Source: an optimization exercise on an open RTL-to-GDS flow (aim: small area). Production flows keep margins and buffers that such runs may drop. In this exercise RTL edits were held to simulation tests only and were not proved equivalent to the original. No activity file was given, so power comes from the tool's default toggle rates.

File: flow/flow/run.sh
#!/bin/bash
# The standard layout with three changes:
#  - synthesis maps the logic with an area-only ABC script (flow/synth.tcl);
#  - the port buffers are made from the smallest buffer cell;
#  - the clock tree uses larger clusters and no dummy loads.
# Each make run's full output is in its own log in this folder.
set -euo pipefail
export AREA_ABC_SCRIPT=$PWD/flow/abc_area.script
bash standard.sh "SYNTH_SCRIPT=$PWD/flow/synth.tcl" synth > synth.log 2>&1
bash standard.sh "BUFFER_PORTS_ARGS=-buffer_cell sky130_fd_sc_hd__buf_1" \
  "CTS_ARGS=-sink_clustering_enable -repair_clock_nets -dont_use_dummy_load -sink_clustering_size 32 -sink_clustering_max_diameter 80 -buf_list sky130_fd_sc_hd__clkbuf_16" \
  finish > layout.log 2>&1
File: flow/flow/abc_area.script
strash
dch -f
amap
topo
File: flow/flow/synth.tcl
# synth_recipe.tcl (the standard synthesis) with one change: ABC maps the logic
# with the area-only script in abc_area.script beside this file. The flip-flops
# are mapped before ABC runs, so the registers are the standard synthesis's.
proc synth {args} { yosys synth -nofsm -noshare {*}$args }
proc abc {args} {
  set i [lsearch -exact $args -script]
  if { $i >= 0 } { lset args [expr { $i + 1 }] $::env(AREA_ABC_SCRIPT) }
  yosys abc {*}$args
}
source $::env(SCRIPTS_DIR)/synth.tcl
# left out here: clear keep_hierarchy, flatten, clean up, hide names made inside functions, write 1_2_yosys.v
File: flow/standard.sh
#!/bin/bash
# synth_recipe.tcl (not shown) runs the flow's synth.tcl, then flattens the netlist and writes it again
# the make line also repeats each setting of config.mk as NAME=value (left out here)
make -C /OpenROAD-flow-scripts/flow DESIGN_CONFIG=/design/flow/config.mk WORK_HOME=/design/flow/orfs CLKGATE_MAP_FILE= SYNTH_SCRIPT=/design/flow/synth_recipe.tcl "${@:-finish}"
File: flow/config.mk
export PLATFORM = sky130hd
export DESIGN_NAME = yay0_dec
export DESIGN_NICKNAME = yay0_dec
export VERILOG_FILES = /design/flow/design.v
export SDC_FILE = /design/flow/constraint.sdc
export NUM_CORES = 4
export LEC_CHECK = 0
export ABC_AREA = 1
export CAP_MARGIN = 20
export CORE_MARGIN = 2
export CORE_UTILIZATION = 40
export SLEW_MARGIN = 20
File: flow/constraint.sdc
create_clock -name core_clock -period 8.0 [get_ports {clk}]
set_input_delay 1.6000 -clock core_clock [delete_from_list [all_inputs] [get_ports {clk}]]
set_output_delay 1.6000 -clock core_clock [all_outputs]
set_load 0.01 [all_outputs]
File: flow/design.v
module yay0_dec (
    input  wire        clk,
    input  wire        rst,         
    input  wire        start,       
    input  wire [31:0] base,        
    input  wire [31:0] in_len,      
    input  wire [31:0] out_cap,     
    output wire        busy,
    output wire        done,        
    output wire [3:0]  err,         
    output wire [31:0] size,        
    output reg         in_re,
    output wire [31:0] in_addr,
    input  wire [7:0]  in_rdata,
    output reg         out_we,
    output wire [31:0] out_waddr,
    output wire [7:0]  out_wdata,
    output reg         out_re,
    output wire [31:0] out_raddr,
    input  wire [7:0]  out_rdata
);
    localparam [4:0] S_CHK4  = 5'd0,    
                     S_HR    = 5'd1,    
                     S_HA    = 5'd2,    
                     S_CHK16 = 5'd3,    
                     S_CAP   = 5'd4,    
                     S_PADD  = 5'd5,    
                     S_KADD  = 5'd6,    
                     S_CADD  = 5'd7,    
                     S_CLR   = 5'd8,    
                     S_CF0   = 5'd9,    
                     S_CFN   = 5'd10,   
                     S_CR    = 5'd11,   
                     S_KCHK  = 5'd12,   
                     S_LRD   = 5'd13,   
                     S_LWR   = 5'd14,   
                     S_PCHK  = 5'd15,   
                     S_PHI   = 5'd16,   
                     S_PLO   = 5'd17,   
                     S_XCHK  = 5'd18,   
                     S_XRD   = 5'd19,   
                     S_SRC   = 5'd20,   
                     S_CRD   = 5'd21,   
                     S_CWR   = 5'd22,   
                     S_D0    = 5'b11000,
                     S_D1    = 5'b11001,
                     S_D4    = 5'b11010,
                     S_D5    = 5'b11011,
                     S_D8    = 5'b11100,
                     S_IDLE  = 5'b11111;
    reg [4:0]  state;
    reg [1:0]  ph;
    wire       ph0  = (ph == 2'd0);
    wire       ph1  = (ph == 2'd1);
    wire       last = (ph == 2'd3);
    reg [31:0] L;       
    reg [31:0] CP;      
    reg [31:0] PP;      
    reg [31:0] KP;      
    reg [31:0] OP;      
    reg [31:0] SZ;      
    reg [31:0] AD;      
    reg        ppov;          
    reg        kpov;          
    reg [7:0]  DATA;          
    reg [3:0]  DH;            
    reg [8:0]  CNT;           
    reg [8:0]  CB;            
    reg [1:0]  WB;            
    reg        c, bw, zacc;
    wire       idle = state[4] & state[3];
    assign busy      = ~idle;
    assign done      = idle & ~(state[2] & state[1] & state[0]);
    assign err       = {state[2], state[1], 1'b0, state[0]};
    assign size      = SZ;
    assign in_addr   = AD;
    assign out_raddr = AD;
    assign out_waddr = OP;
    assign out_wdata = DATA;
    function automatic is(input [4:0] st);
        is = (state == st);
    endfunction
    wire aCP   = is(S_CHK4) | is(S_CHK16) | is(S_CADD) | is(S_CF0) | is(S_CFN);
    wire aPP   = is(S_PADD) | is(S_PCHK);
    wire aKP   = is(S_KADD) | is(S_KCHK) | is(S_XCHK);
    wire aOP   = is(S_CAP) | is(S_SRC) | is(S_LWR) | is(S_CWR);
    wire aAD   = is(S_HA) | is(S_PHI) | is(S_CRD);
    wire bCP   = is(S_PADD) | is(S_KADD);
    wire bnD   = is(S_SRC);
    wire bnSZ  = is(S_CAP);
    wire k16   = is(S_CHK16) | is(S_CADD);
    wire k4    = is(S_CHK4) | is(S_CF0);
    wire k2    = is(S_PCHK);
    wire kw    = is(S_CFN);
    wire cin0  = is(S_CAP) | is(S_KCHK) | is(S_XCHK) | is(S_LWR) | is(S_CWR) | aAD;
    wire wCP   = is(S_CADD) | is(S_CF0);
    wire wPP   = is(S_PADD) | is(S_PCHK);
    wire wKP   = is(S_KADD) | is(S_KCHK) | is(S_XCHK);
    wire wOP   = is(S_CLR) | is(S_LWR) | is(S_CWR);
    wire adA   = is(S_CHK4) | is(S_CF0) | is(S_KCHK) | is(S_XCHK) | is(S_PCHK);
    wire adS   = is(S_SRC) | is(S_CFN) | aAD;
    wire [7:0] bK  = ph0 ? {({6{kw}} | {3'd0, k16, 1'b0, k4}),
                            (k2 | (kw & WB[1])), (kw & WB[0])}
                         : {8{kw}};
    wire [7:0] nDd = ph0 ? ~DATA : (ph1 ? {4'hF, ~DH} : 8'hFF);
    wire [7:0] da  = ({8{aCP}} & CP[7:0]) | ({8{aPP}} & PP[7:0]) |
                     ({8{aKP}} & KP[7:0]) | ({8{aOP}} & OP[7:0]) |
                     ({8{aAD}} & AD[7:0]);
    wire [7:0] db  = bK | ({8{bCP}} & CP[7:0]) |
                     ({8{bnD}} & nDd) | ({8{bnSZ}} & ~SZ[7:0]);
    wire       ci  = ph0 ? cin0 : c;
    wire [8:0] sum = {1'b0, da} + {1'b0, db} + {8'd0, ci};
    wire [7:0] s   = sum[7:0];
    wire       cout = sum[8];
    wire       bwi  = ph0 ? 1'b0 : bw;
    wire [8:0] ldif = {1'b0, L[7:0]} - {1'b0, s} - {8'd0, bwi};
    wire       bout = ldif[8];
    wire       trunc = cout | bout | (aPP & ppov) | (aKP & kpov);
    wire       ins   = is(S_HA) && (ph == CNT[1:0]);
    wire       insSZ = ins && (CNT[3:2] == 2'd2);
    wire       insPP = ins && (CNT[3:2] == 2'd1);
    wire       insKP = ins && (CNT[3:2] == 2'd0);
    wire [7:0] op_in = wOP ? s : OP[7:0];
    wire       zd    = (op_in == SZ[7:0]);
    wire       zend  = zacc & zd;           
    reg  [7:0] mexp;
    always @(*) begin
        case (CNT[1:0])
            2'd3: mexp = 8'h59;
            2'd2: mexp = 8'h61;
            2'd1: mexp = 8'h79;
            default: mexp = 8'h30;
        endcase
    end
    wire       cb_empty = (CB[7:0] == 8'd0);
    wire       cnt_end  = (CNT == 9'h1EE);
    always @(*) begin
        in_re  = ph0 & (is(S_HR) | is(S_CR) | is(S_LRD) | is(S_PHI) | is(S_PLO) | is(S_XRD));
        out_re = ph0 & is(S_CRD);
        out_we = ph0 & (is(S_LWR) | is(S_CWR));
    end
    wire go = start && idle;
    wire next = last && (is(S_CLR) || is(S_CR) || is(S_LWR) || (is(S_CWR) && cnt_end));
    always @(posedge clk) begin
        c    <= cout;
        bw   <= bout;
        zacc <= ph0 ? zd : (zacc & zd);
        L  <= go ? in_len  : {L[7:0], L[31:8]};
        CP <= go ? base    : {(wCP ? s : CP[7:0]), CP[31:8]};
        OP <= go ? out_cap : {op_in, OP[31:8]};
        PP <= {(insPP ? DATA : (wPP ? s : PP[7:0])), PP[31:8]};
        KP <= {(insKP ? DATA : (wKP ? s : KP[7:0])), KP[31:8]};
        SZ <= {(insSZ ? DATA : SZ[7:0]), SZ[31:8]};
        AD <= {(adS ? s : adA ? da : AD[7:0]), AD[31:8]};
        if (ph1) begin
            case (state)
                S_HR, S_LRD, S_PLO: DATA <= in_rdata;
                S_CRD: DATA <= out_rdata;
                default: ;
            endcase
        end
        if (ph1 && is(S_PHI)) begin
            DH  <= in_rdata[3:0];
            CNT <= {5'b11111, in_rdata[7:4]};
        end
        if (ph1 && is(S_XRD))
            CNT <= {1'b0, in_rdata};
        if ((ph0 && is(S_CWR)) || (last && is(S_HA)))
            CNT <= CNT - 9'd1;
        if (ph0 && is(S_HA) && CNT[3:2] == 2'd3 && DATA != mexp)
            ppov <= 1'b1;
        if (last && is(S_PADD)) ppov <= cout;
        if (last && is(S_KADD)) kpov <= cout;
        if (go) begin
            ppov <= 1'b0;
            CB   <= 9'd0;
            WB   <= 2'd0;
            CNT  <= 9'd15;
        end
        if (ph1 && is(S_CR))
            CB <= {in_rdata, 1'b1};
        if (last && (is(S_CF0) || is(S_CFN)))
            WB <= WB + 2'd1;
        if (next && !cb_empty && !zend)
            CB <= {CB[7:0], 1'b0};
    end
    always @(posedge clk) begin
        if (rst) begin
            state <= S_IDLE;
            ph    <= 2'd0;
        end else if (go) begin
            state <= S_CHK4;
            ph    <= 2'd0;
        end else begin
            ph <= ph + 2'd1;
            if (idle)
                state <= S_IDLE;
            else if (last) begin
                case (state)
                    S_CHK4:  state <= trunc ? S_D5 : S_HR;
                    S_HR:    state <= S_HA;
                    S_HA:    state <= (CNT[3:0] == 4'd12) ? S_CHK16 :
                                      (CNT[3:0] == 4'd0) ? S_CAP : S_HR;
                    S_CHK16: state <= ppov ? S_D1 : trunc ? S_D5 : S_HR;
                    S_CAP:   state <= cout ? S_PADD : S_D4;
                    S_PADD:  state <= S_KADD;
                    S_KADD:  state <= S_CADD;
                    S_CADD:  state <= S_CLR;
                    S_CF0:   state <= trunc ? S_D5 : S_CR;
                    S_CFN:   state <= S_CR;
                    S_KCHK:  state <= trunc ? S_D5 : S_LRD;
                    S_LRD:   state <= S_LWR;
                    S_PCHK:  state <= trunc ? S_D5 : S_PHI;
                    S_PHI:   state <= S_PLO;
                    S_PLO:   state <= (CNT[3:0] == 4'd0) ? S_XCHK : S_SRC;
                    S_XCHK:  state <= trunc ? S_D5 : S_XRD;
                    S_XRD:   state <= S_SRC;
                    S_SRC:   state <= !cout ? S_D8 : zend ? S_D4 : S_CRD;
                    S_CRD:   state <= S_CWR;
                    S_CLR, S_CR, S_LWR, S_CWR: begin
                        if (is(S_CWR) && !cnt_end)
                            state <= zend ? S_D4 : S_CRD;
                        else if (zend)
                            state <= S_D0;
                        else if (cb_empty)
                            state <= (WB == 2'd0) ? S_CF0 : S_CFN;
                        else
                            state <= CB[8] ? S_KCHK : S_PCHK;
                    end
                    default: state <= S_IDLE;
                endcase
            end
        end
    end
endmodule
==> results.sh, run 1 <==
export IMPL_status="no timing/DRC/antenna violations"
export IMPL_rows=57
export IMPL_crit_type="reg2reg"
export IMPL_ctsHtreeMaxLevel=1
export IMPL_cp_end_kind="flop"
export IMPL_hold_ws_ns=0.315
export IMPL_synth_compound_area_share_pct=23.4
export IMPL_arrival_ns=7.35
export IMPL_cts_tree="built"
export IMPL_io_pins=260
export IMPL_placed_cell_area_mm2=0.0112
export IMPL_synth_top_cell_area_share_pct=49.0
export IMPL_synth_main_ff_cell="dfxtp_1"
export IMPL_cp_buffers_inverters=6
export IMPL_timing_final_ws_setup_ns=0.759
export IMPL_cellPowerDensity_mw_per_mm2=404
export IMPL_antenna_found_initial=0
export IMPL_core_region_area_mm2=0.0245
export IMPL_grt_pass1_wl_mm=48.3
export IMPL_dr_total_vias=8564
export IMPL_worst_skew_pair_late_latency_ns=0.51
export IMPL_dpl_cell_count=1562
export IMPL_worst_slew_pin_slew_ns=1.00
export IMPL_ant_nets=0
export IMPL_synthSimpleGateAreaFrac_pct=9.94
export IMPL_antenna_cells=0
export IMPL_fp_dieArea_mm2=0.0263
export IMPL_yosys_area_share_adder_pct=3.90
export IMPL_drv_cap=0
export IMPL_synthArstFlopShare_pct=0
export IMPL_slew_headroom_pct=33.1
export IMPL_required_ns=8.11
export IMPL_drive_gt1_share_pct=2.72
export IMPL_r2r_start="state[4]"
export IMPL_finalSetupViolCount=0
export IMPL_peakVddDrop_v=0.000205
export IMPL_p_leak_nw=4.26
export IMPL_ys_seq_area_share_pct=55.9
export IMPL_clock_tree_root_cell="clkbuf_16"
export IMPL_critPathSlowestCell="nor2_1"
export IMPL_instances_no_fill=1576
export IMPL_gp_congestion=0.958
export IMPL_muxShareOfSynthArea_pct=0
export IMPL_ys_warn_count=1
export IMPL_start_util_pct=40.9
export IMPL_syn_avg_cell_area_um2=10.0
export IMPL_area_growth_pct=15.9
export IMPL_drc=0
export IMPL_cts_sinks=268
export IMPL_clock_path_buffers=3
export IMPL_clkTransAtPathRegs_ns=0.11
export IMPL_cp_max_fo=15
export IMPL_dp_hpwl_mm=24.9
export IMPL_wl_mm=32.2
export IMPL_yosysMostFrequentCell="dfxtp_1"
export IMPL_r2r_end="CB[5]"
export IMPL_post_cts_buffers=0
export IMPL_min_period_ns=7.24
export IMPL_fin_nets=1399
export IMPL_final_area_mm2=0.0116
export IMPL_cp_start_kind="flop"
export IMPL_rr_worst_depth=26
export IMPL_fill_cells=2400
export IMPL_whs_path_depth=0
export IMPL_max_freq_ghz=0.138
export IMPL_place_ws_ns=0.777
export IMPL_fin_util_pct=47.4
export IMPL_cts_buffers=14
export IMPL_reg2reg_slack_ns=0.76
export IMPL_synth_seq_cells=268
export IMPL_ys_top_cells_by_count="dfxtp_1, nor2_1, clkinv_1"
export IMPL_die_w_um=162
export IMPL_finalCritPeriodShare_pct=90.5
export IMPL_synth_top_family_by_area="compound AO/OA/AOI/OAI gates"
export IMPL_hp_class="reg2reg"
export IMPL_first_global_vias=8376
export IMPL_hold_path_end="KP[5]"
export IMPL_cpPeakStageDelay_ns=0.62
export IMPL_slew_viol_final=0
export IMPL_synth_edff_count=23
export IMPL_crit_family="simple AND/OR/NAND/NOR gates"
export IMPL_overflow=0
export IMPL_rsz0062_at_grt="no"
export IMPL_finClkSkew_ns=0.0554
export IMPL_grt_max_degree=100
export IMPL_hold_viol=0
export IMPL_tns_ns=0
export IMPL_ys_types=48
export IMPL_post_synth_top_area_cell="dfxtp_1"
export IMPL_wl_per_cell_um=20.4
export IMPL_die_height_um=162
export IMPL_gr_usage_all_layers_pct=23.8
export IMPL_synth_area_leaders="dfxtp_1, o22a_1, edfxtp_1"
export IMPL_drt_pass1_iterations=6
export IMPL_place_port_buffers=258
export IMPL_synth_cell_area_mm2=0.0100
export IMPL_finalPower_mw=4.69
export IMPL_netlist_instances=1000
export IMPL_routed_via_density=5.43
export IMPL_min_delay_start="KP[13]"
export IMPL_synth_xor_area_share_pct=0.175
export IMPL_drt_iter0_drc=755
[cells by family after synthesis]
family | Yosys count
AND/OR/NAND/NOR | 234
flip-flops | 268
buffers and inverters | 142
other | 1
adder cells (fa/ha/maj) | 30
XOR/XNOR | 2
AO/OA/AOI/OAI | 323
[worst max-delay path by stage]
stage | slack [ns] | startpoint | cells after the start | to
2_1_floorplan | 1.41 | state[4] | 26 | CB[1]
3_3_place_gp | 0.89 | state[4] | 29 | state[3]
3_5_place_dp | 0.78 | state[4] | 25 | CB[5]
4_1_cts | 0.73 | state[4] | 25 | CB[7]
5_1_grt | 0.02 | state[2] | 35 | state[1]
6_report | 0.76 | state[4] | 26 | CB[5]
[worst reg2reg max path, cell delays in order, from the launching register on]
cell and delay (ns):
dfxtp_1 0.53, nor3_1 0.11, clkinv_1 0.13, nor2_1 0.11, nor2_1 0.62, clkinv_1 0.29, buf_4 0.27, a222oi_1 0.37
o211ai_1 0.19, ha_1 0.36, a21o_1 0.19, a31oi_1 0.22, nand3b_1 0.17, nor2_1 0.06, a2111oi_1 0.38, nor2_1 0.07
a21oi_1 0.33, clkinv_1 0.21, o22ai_1 0.29, o21ai_0 0.14, nor4_2 0.43, nand4b_1 0.29, nor2b_1 0.37, nor4_1 0.09
buf_4 0.20, clkinv_1 0.16, nand3_1 0.32
[report_power, final]
group	leakage, nW	internal, mW	switching [mW]
clock	0.173	0.316	0.412
combinational	1.83	0.672	1.10
sequential	2.26	1.88	0.305
[layout by cell type (no fill, tap or decap), drive strengths merged, types with 3 or more instances in the layout]
cell / instances
a2111oi: 3
a211oi: 4
a21o: 3
a21oi: 62
a221oi: 7
a222oi: 7
a22oi: 4
a31oi: 9
a32o: 7
a32oi: 3
buf: 274
clkbuf: 14
clkinv: 105
dfxtp: 245
edfxtp: 23
ha: 28
nand2: 53
nand3: 8
nor2: 122
nor3: 24
nor4: 11
o2111ai: 4
o211a: 3
o211ai: 9
o21ai: 37
o221a: 4
o221ai: 6
o22a: 95
o22ai: 41
o32ai: 6
or3: 4
[cell type report]
cell class / instances / area [um2] / area share, %
Inverter: 106 / 398 / 3.43
Sequential cell: 268 / 5600 / 48.2
Tap cell: 324 / 405 / 3.49
Timing Repair Buffer: 274 / 1090 / 9.38
Multi-Input combinational cell: 590 / 3760 / 32.4
Clock buffer: 14 / 350 / 3.02
[routing by layer]
layer	GRT usage, %	vias up	routed length, um	part of all wire [%]
li1	-	4128	-	-
met4	6.88	0	915	2.8
met3	3.27	50	1870	5.8
met1	29.3	4047	13200	41
met2	43.4	339	16100	50
met5	0	-	0	0
[sequential cells by signal, indices dropped and copies added, names as in the netlist]
signal and cells:
zacc 1, DH 4, CNT 9, ph 2
kpov 1, CP 32, OP 32, KP 32
bw 1, SZ 32, c 1, WB 2
DATA 8, ppov 1, CB 9, PP 32
L 32, state 5, AD 32
[repair_timing]
action / in CTS / in global routing
gates resized for setup: 0 / 3
setup endpoints to repair: 0 / 12
hold buffers: 0 / 0
==> inputs of run 2 (changes only) <==
--- a/flow/flow/run.sh
+++ b/flow/flow/run.sh
@@ -8,5 +8,5 @@
 export AREA_ABC_SCRIPT=$PWD/flow/abc_area.script
 bash standard.sh "SYNTH_SCRIPT=$PWD/flow/synth.tcl" synth > synth.log 2>&1
 bash standard.sh "BUFFER_PORTS_ARGS=-buffer_cell sky130_fd_sc_hd__buf_1" \
-  "CTS_ARGS=-sink_clustering_enable -repair_clock_nets -dont_use_dummy_load -sink_clustering_size 32 -sink_clustering_max_diameter 80 -buf_list sky130_fd_sc_hd__clkbuf_16" \
+  "CTS_ARGS=-sink_clustering_enable -repair_clock_nets -dont_use_dummy_load -sink_clustering_size 16 -sink_clustering_max_diameter 60 -buf_list sky130_fd_sc_hd__clkbuf_8" \
   finish > layout.log 2>&1
==> run 2 against run 1 <==
Compared with the run above: still clean; maximum frequency is 0.35% higher; sequential share of layout area is essentially flat; core utilization about the same; combinational power about the same; worst setup slack gained 0.025 ns; critical path type unchanged; largest cell class unchanged; largest power group unchanged.
==> results.sh, run 2 <==
export IMPL_slew_viol_final=0
export IMPL_regArea_mm2=0.00560
export IMPL_wl_mm=32.4
export IMPL_post_cts_buffers=0
export IMPL_hp_class="reg2reg"
export IMPL_finalCritPeriodShare_pct=90.2
export IMPL_area_growth_pct=15.8
export IMPL_switching_power_mw=1.83
export IMPL_io_pins=260
export IMPL_yosysMostFrequentCell="dfxtp_1"
export IMPL_ant_nets=0
export IMPL_worst_skew_pair_late_latency_ns=0.60
export IMPL_synth_edff_count=23
export IMPL_dpl_cell_count=1562
export IMPL_drt_pass1_iterations=5
export IMPL_combPwrFrac_pct=38.1
export IMPL_pwr_share_clk_pct=15.0
export IMPL_startpoint="state[4]"
export IMPL_synth_compound_area_share_pct=23.4
export IMPL_muxShareOfSynthArea_pct=0
export IMPL_rows=57
export IMPL_grt_busiest_layer="met2"
export IMPL_cts_buffers=25
export IMPL_gp_congestion=0.958
export IMPL_clock_tree_root_cell="clkbuf_8"
export IMPL_critPathSlowestCell="nor2_1"
export IMPL_synthArstFlopShare_pct=0
export IMPL_slew_headroom_pct=31.3
export IMPL_fin_nets=1410
export IMPL_ys_types=48
export IMPL_die_height_um=162
export IMPL_cp_max_fo=15
export IMPL_synth_cell_area_mm2=0.0100
export IMPL_gr_usage_met2_pct=43.3
export IMPL_gr_usage_all_layers_pct=24.0
export IMPL_r2r_start="state[4]"
export IMPL_worst_slew_pin_slew_ns=1.03
export IMPL_cp_end_kind="flop"
export IMPL_ys_seq_area_share_pct=55.9
export IMPL_reg2reg_slack_ns=0.78
export IMPL_max_freq_ghz=0.139
export IMPL_syn_avg_cell_area_um2=10.0
export IMPL_placed_cell_area_mm2=0.0112
export IMPL_grtUsageMet1_pct=29.3
export IMPL_drive_gt1_share_pct=3.56
export IMPL_cpMostUsedCell="nor2_1"
export IMPL_switching_share_pct=39.2
export IMPL_synth_seq_cells=268
export IMPL_layout_common_cells="buf_1, dfxtp_1, nor2_1"
export IMPL_drt_iter0_drc=705
export IMPL_antenna_cells=0
export IMPL_dr_total_vias=8623
export IMPL_synth_top_cell_area_share_pct=49.0
export IMPL_dp_hpwl_mm=24.9
export IMPL_first_global_vias=8489
export IMPL_drc=0
export IMPL_clock_path_buffers=3
export IMPL_p_leak_nw=4.27
export IMPL_fill_cells=2415
export IMPL_cellPowerDensity_mw_per_mm2=402
export IMPL_overflow=0
export IMPL_cts_sinks=268
export IMPL_fp_dieArea_mm2=0.0263
export IMPL_cp_start_kind="flop"
export IMPL_hold_viol=0
export IMPL_yosys_area_share_adder_pct=3.90
export IMPL_ys_top_cells_by_count="dfxtp_1, nor2_1, clkinv_1"
export IMPL_core_region_area_mm2=0.0245
export IMPL_status="no timing/DRC/antenna violations"
export IMPL_synth_top_family_by_area="compound AO/OA/AOI/OAI gates"
export IMPL_cts_tree="built"
export IMPL_finClkSkew_ns=0.114
export IMPL_ctsHtreeMaxLevel=1
export IMPL_rr_worst_depth=33
export IMPL_die_w_um=162
export IMPL_place_port_buffers=258
export IMPL_grt_max_degree=100
export IMPL_arrival_ns=7.58
export IMPL_multi_input_area_mm2=0.00376
export IMPL_min_period_ns=7.22
export IMPL_synthSimpleGateAreaFrac_pct=9.94
export IMPL_post_synth_top_area_cell="dfxtp_1"
export IMPL_antenna_found_initial=0
export IMPL_crit_path_end="state[1]"
export IMPL_met3_usage_pct=3.98
export IMPL_hold_ws_ns=0.282
export IMPL_final_area_mm2=0.0116
export IMPL_start_util_pct=40.9
export IMPL_r2r_end="state[1]"
export IMPL_clkTransAtPathRegs_ns=0.10
export IMPL_final_common_cell="buf_1"
export IMPL_p_seq_share_pct=46.9
export IMPL_finalPower_mw=4.66
export IMPL_synth_xor_area_share_pct=0.175
export IMPL_drv_cap=0
export IMPL_wl_per_cell_um=20.4
export IMPL_instances_no_fill=1587
export IMPL_peakVddDrop_v=0.000155
export IMPL_required_ns=8.37
export IMPL_finalSetupViolCount=0
export IMPL_netlist_instances=1000
export IMPL_crit_type="reg2reg"
export IMPL_routed_via_density=5.43
export IMPL_cpPeakStageDelay_ns=0.61
export IMPL_synth_area_leaders="dfxtp_1, o22a_1, edfxtp_1"
export IMPL_synth_main_ff_cell="dfxtp_1"
export IMPL_p_int_mw=2.83
export IMPL_ys_warn_count=1
export IMPL_grt_pass1_wl_mm=48.8
## run 2: cell counts after synthesis
No cell type changed its count.
## run 2: through the flow
| step | TNS (ns) | util (%) | setup slack (ns) |
|---|---|---|---|
| 2_1_floorplan | 0 | - | 1.41 |
| 3_3_place_gp | 0 | 45.9 | 0.888 |
| 3_5_place_dp | 0 | 45.9 | 0.777 |
| 4_1_cts | 0 | 47.4 | 0.688 |
| 5_1_grt | -0.0514 | 47.4 | -0.0410 |
| 6_report | 0 | 47.4 | 0.784 |
## run 2: per-layer routing
layer	wire length [um]	vias up
li1	-	4151
met1	13400	4074
met2	16200	333
met3	1820	65
met4	1000	0
met5	0	-
## run 2: power by group through the flow
stage / Clock (mW) / Sequential (mW) / Combinational [mW]
6_report: 0.699 / 2.19 / 1.78
5_1_grt: 0.772 / 2.24 / 1.99
4_1_cts: 0.720 / 2.19 / 1.77
3_5_place_dp: 0 / 2.22 / 1.77
3_3_place_gp: 0 / 2.21 / 1.77
2_1_floorplan: 0 / 2.18 / 1.20
## run 2: worst min-delay path by stage
stage	startpoint	endpoint	slack, ns	cells after the start
finish	PP[25]	PP[17]	0.28	0
global route	KP[30]	KP[22]	0.28	0
CTS	KP[25]	KP[17]	0.28	0
detailed placement	PP[15]	PP[7]	0.31	0
global placement	PP[20]	PP[12]	0.31	0
floorplan	KP[8]	KP[0]	0.31	0
## run 2: cells by family (layout without fill, tap and decap cells)
kind of cell | after synthesis | in the layout
and+or+nand+nor | 234 | 234
buffers and inverters | 142 | 405
other | 1 | 1
AOI/OAI and AO/OA | 323 | 323
adders and majority gates | 30 | 30
DFF | 268 | 268
xor gates and xnor gates | 2 | 2
## run 2: final cells by class
cell class,count,share of cell area [%]
Multi-Input combinational cell,590,32.5
Clock buffer,25,2.97
Sequential cell,268,48.3
Timing Repair Buffer,274,9.39
Tap cell,324,3.50
Inverter,106,3.43
## run 2: worst max-delay path, delay by kind of cell (launching register included)
family	cells	cell delay, ns
AO/OA/AOI/OAI	13	2.82
flip-flops	1	0.53
adder cells (fa/ha/maj)	3	0.96
buffers and inverters	6	1.05
AND/OR/NAND/NOR	11	1.69
## run 2: timing repair
item,in CTS,in global routing
hold endpoints to repair,0,0
resized for setup,0,3
setup endpoints to repair,0,12
hold buffers,0,0
==> inputs of run 3 (changes only) <==
--- a/flow/flow/run.sh
+++ b/flow/flow/run.sh
@@ -7,6 +7,6 @@
 set -euo pipefail
 export AREA_ABC_SCRIPT=$PWD/flow/abc_area.script
 bash standard.sh "SYNTH_SCRIPT=$PWD/flow/synth.tcl" synth > synth.log 2>&1
-bash standard.sh "BUFFER_PORTS_ARGS=-buffer_cell sky130_fd_sc_hd__buf_1" \
+bash standard.sh REMOVE_ABC_BUFFERS=1 "BUFFER_PORTS_ARGS=-buffer_cell sky130_fd_sc_hd__buf_1" \
   "CTS_ARGS=-sink_clustering_enable -repair_clock_nets -dont_use_dummy_load -sink_clustering_size 16 -sink_clustering_max_diameter 60 -buf_list sky130_fd_sc_hd__clkbuf_8" \
   finish > layout.log 2>&1
--- a/flow/config.mk
+++ b/flow/config.mk
@@ -9,4 +9,5 @@
 export CAP_MARGIN = 20
 export CORE_MARGIN = 2
 export CORE_UTILIZATION = 40
+export GPL_TIMING_DRIVEN = 0
 export SLEW_MARGIN = 20
==> run 3 against run 2 <==
Compared with the run above: still clean; cell count shrank 0.82%; cell area is 0.23% lower; synthesized area unchanged; worst setup slack worse by 0.015 ns; die area stayed put; synthesized cell count unchanged; clock power shrank 2%; clock skew is 0.039 ns lower; register-to-register slack about the same; maximum frequency fell by 0.21%; clock-buffer cell count shrank 1; core utilization down 0.11 points; critical path type unchanged; highest routed layer unchanged.
==> results.sh, run 3 <==
export IMPL_slew_viol_final=0
export IMPL_layout_common_cells="buf_1, dfxtp_1, nor2_1"
export IMPL_grt_max_degree=90
export IMPL_cpMostUsedCell="clkinv_1"
export IMPL_finClkSkew_ns=0.0752
export IMPL_yosysMostFrequentCell="dfxtp_1"
export IMPL_rows=57
export IMPL_antenna_found_initial=0
export IMPL_io_pins=260
export IMPL_p_leak_nw=4.23
export IMPL_arrival_ns=7.61
export IMPL_die_w_um=162
export IMPL_clock_path_buffers=3
export IMPL_hold_viol=0
export IMPL_synth_edff_count=23
export IMPL_clkTransAtPathRegs_ns=0.09
export IMPL_fin_nets=1397
export IMPL_first_global_vias=7915
export IMPL_fp_dieArea_mm2=0.0263
export IMPL_synth_seq_cells=268
export IMPL_synth_cell_area_mm2=0.0100
export IMPL_overflow=0
export IMPL_ctsHtreeMaxLevel=1
export IMPL_drt_pass1_iterations=5
export IMPL_cpPeakStageDelay_ns=0.45
export IMPL_drt_iter0_drc=901
export IMPL_ant_nets=0
export IMPL_dp_hpwl_mm=23.1
export IMPL_ys_seq_area_share_pct=55.9
export IMPL_cts_tree="built"
export IMPL_finalSetupViolCount=0
export IMPL_synth_main_ff_cell="dfxtp_1"
export IMPL_cp_start_kind="flop"
export IMPL_finalPower_mw=4.62
export IMPL_netlist_instances=1000
export IMPL_critPathSlowestCell="dfxtp_1"
export IMPL_grt_pass1_wl_mm=45.7
export IMPL_cts_buffers=24
export IMPL_ys_types=48
export IMPL_gr_usage_all_layers_pct=22.5
export IMPL_start_util_pct=40.9
export IMPL_finalCritPeriodShare_pct=90.4
export IMPL_min_period_ns=7.23
export IMPL_cts_sinks=268
export IMPL_synthArstFlopShare_pct=0
export IMPL_reg2reg_slack_ns=0.77
export IMPL_clock_tree_root_cell="clkbuf_8"
export IMPL_slew_headroom_pct=24.3
export IMPL_syn_avg_cell_area_um2=10.0
export IMPL_post_synth_top_area_cell="dfxtp_1"
export IMPL_final_area_mm2=0.0116
export IMPL_gp_congestion=0.905
export IMPL_ctsHoldBuffers=0
export IMPL_core_region_area_mm2=0.0245
export IMPL_drive_gt1_share_pct=3.76
export IMPL_crit_type="reg2reg"
export IMPL_hold_ws_ns=0.275
export IMPL_cp_end_kind="flop"
export IMPL_wl_per_cell_um=19.4
export IMPL_place_port_buffers=258
export IMPL_cp_max_fo=20
export IMPL_worst_skew_pair_late_latency_ns=0.58
export IMPL_hp_class="reg2reg"
export IMPL_wl_mm=30.6
export IMPL_max_freq_ghz=0.138
export IMPL_drv_cap=0
export IMPL_area_growth_pct=15.6
export IMPL_required_ns=8.38
export IMPL_die_height_um=162
export IMPL_cellPowerDensity_mw_per_mm2=399
export IMPL_rsz0062_at_grt="no"
export IMPL_final_common_cell="buf_1"
export IMPL_worst_slew_pin_slew_ns=1.13
export IMPL_ys_top_cells_by_count="dfxtp_1, nor2_1, clkinv_1"
export IMPL_antenna_cells=0
export IMPL_peakVddDrop_v=0.000196
export IMPL_drc=0
export IMPL_placed_cell_area_mm2=0.0112
export IMPL_synth_top_cell_area_share_pct=49.0
export IMPL_routed_via_density=5.40
export IMPL_synth_area_leaders="dfxtp_1, o22a_1, edfxtp_1"
export IMPL_dr_total_vias=8507
export IMPL_ys_warn_count=1
export IMPL_status="no timing/DRC/antenna violations"
[run 3: worst paths after layout]
kind	from	end	depth (start not counted)
setup / recovery	state[3]	state[3]	33
hold / removal	SZ[18]	SZ[10]	0
setup reg to reg	state[3]	state[3]	33
hold reg to reg	SZ[18]	SZ[10]	0
[run 3: repair_timing]
action                                  in CTS  in global routing
resized for setup                            2                 14
endpoints found under the setup margin      11                 21
buffers inserted                             0                  1
pin swaps                                    0                  1
[run 3: layout make-up]
class,instances,area [um2]
fillers,2428,12900
flip-flops and latches,268,5600
multi-input cells,590,3820
repair buffers,262,1010
inverters,106,405
well taps,324,405
clock buffers,24,330
[run 3: worst max-delay path, delay by kind of cell, from the launching register on]
kind	cells	cell delay [ns]
simple gates	10	1.57
flops	1	0.45
buf+inv	8	1.23
compound gates	11	2.31
fa+ha+maj	4	1.49
[run 3: power breakdown]
group / switching, mW / internal [mW] / leakage, nW / total (mW)
Combinational: 1.10 / 0.662 / 1.80 / 1.77
Sequential: 0.284 / 1.88 / 2.26 / 2.17
Clock: 0.417 / 0.267 / 0.173 / 0.684
[run 3: metrics by stage]
step | cells | setup slack, ns | TNS, ns | util, %
6_report | 1574 | 0.769 | 0 | 47.3
2_1_floorplan | 964 | 1.41 | 0 | -
3_3_place_gp | 1546 | -1.43 | -135.80 | 45.4
3_5_place_dp | 1549 | -0.161 | -1.44 | 45.7
4_1_cts | 1573 | 0.132 | 0 | 47.1
5_1_grt | 1574 | 0.00490 | 0 | 47.3
[run 3: metal layers]
| layer | share of wire (%) | GRT usage [%] | up-vias | wire length [um] |
|---|---|---|---|---|
| met5 | 0 | 0 | - | 0 |
| met4 | 2.6 | 5.87 | 0 | 796 |
| met3 | 6.6 | 3.52 | 49 | 2020 |
| met2 | 47 | 38.0 | 380 | 14400 |
| met1 | 44 | 30.1 | 3965 | 13400 |
| li1 | - | - | 4113 | - |
[run 3: cells by family after synthesis]
family | share of synthesized area, %
DFF | 55.9
xor gates and xnor gates | 0.175
and+or+nand+nor | 9.94
adders and majority gates | 3.90
buffers and inverters | 6.68
other | 0.0375
AOI/OAI and AO/OA | 23.4

-- separate check: timing with driven ports --
The flow's constraints put no driver on any port. The routed layouts listed below were extracted and timed again, unchanged, in two steps. Step 1 assumes that a clkbuf_16 drives the clock port and a buf_2 every other input. Step 2 adds t to the input delays and takes it off the output delays; t is the mean of the earliest and latest rising clock arrival at the registers after step 1. Input paths then give back, and output paths get back, about the clock's delay inside the block. a / b / c = no drivers / after step 1 / after step 2; a / b = the first two.
| run | shift t [ns] | setup slack, ns | worst setup path after step 2 | worst data-port slew with drivers (ns) | pins driven straight from the clock port |
|---|---|---|---|---|---|
| run 1 | 0.527 | 0.759 / 0.759 / 0.759 | register to register | 0.06 | 1 |
| run 2 | 0.584 | 0.784 / 0.784 / 0.784 | register to register | 0.06 | 1 |
| run 3 | 0.588 | 0.769 / 0.769 / 0.769 | register to register | 0.05 | 1 |
After both steps setup and hold are still met in every run listed.
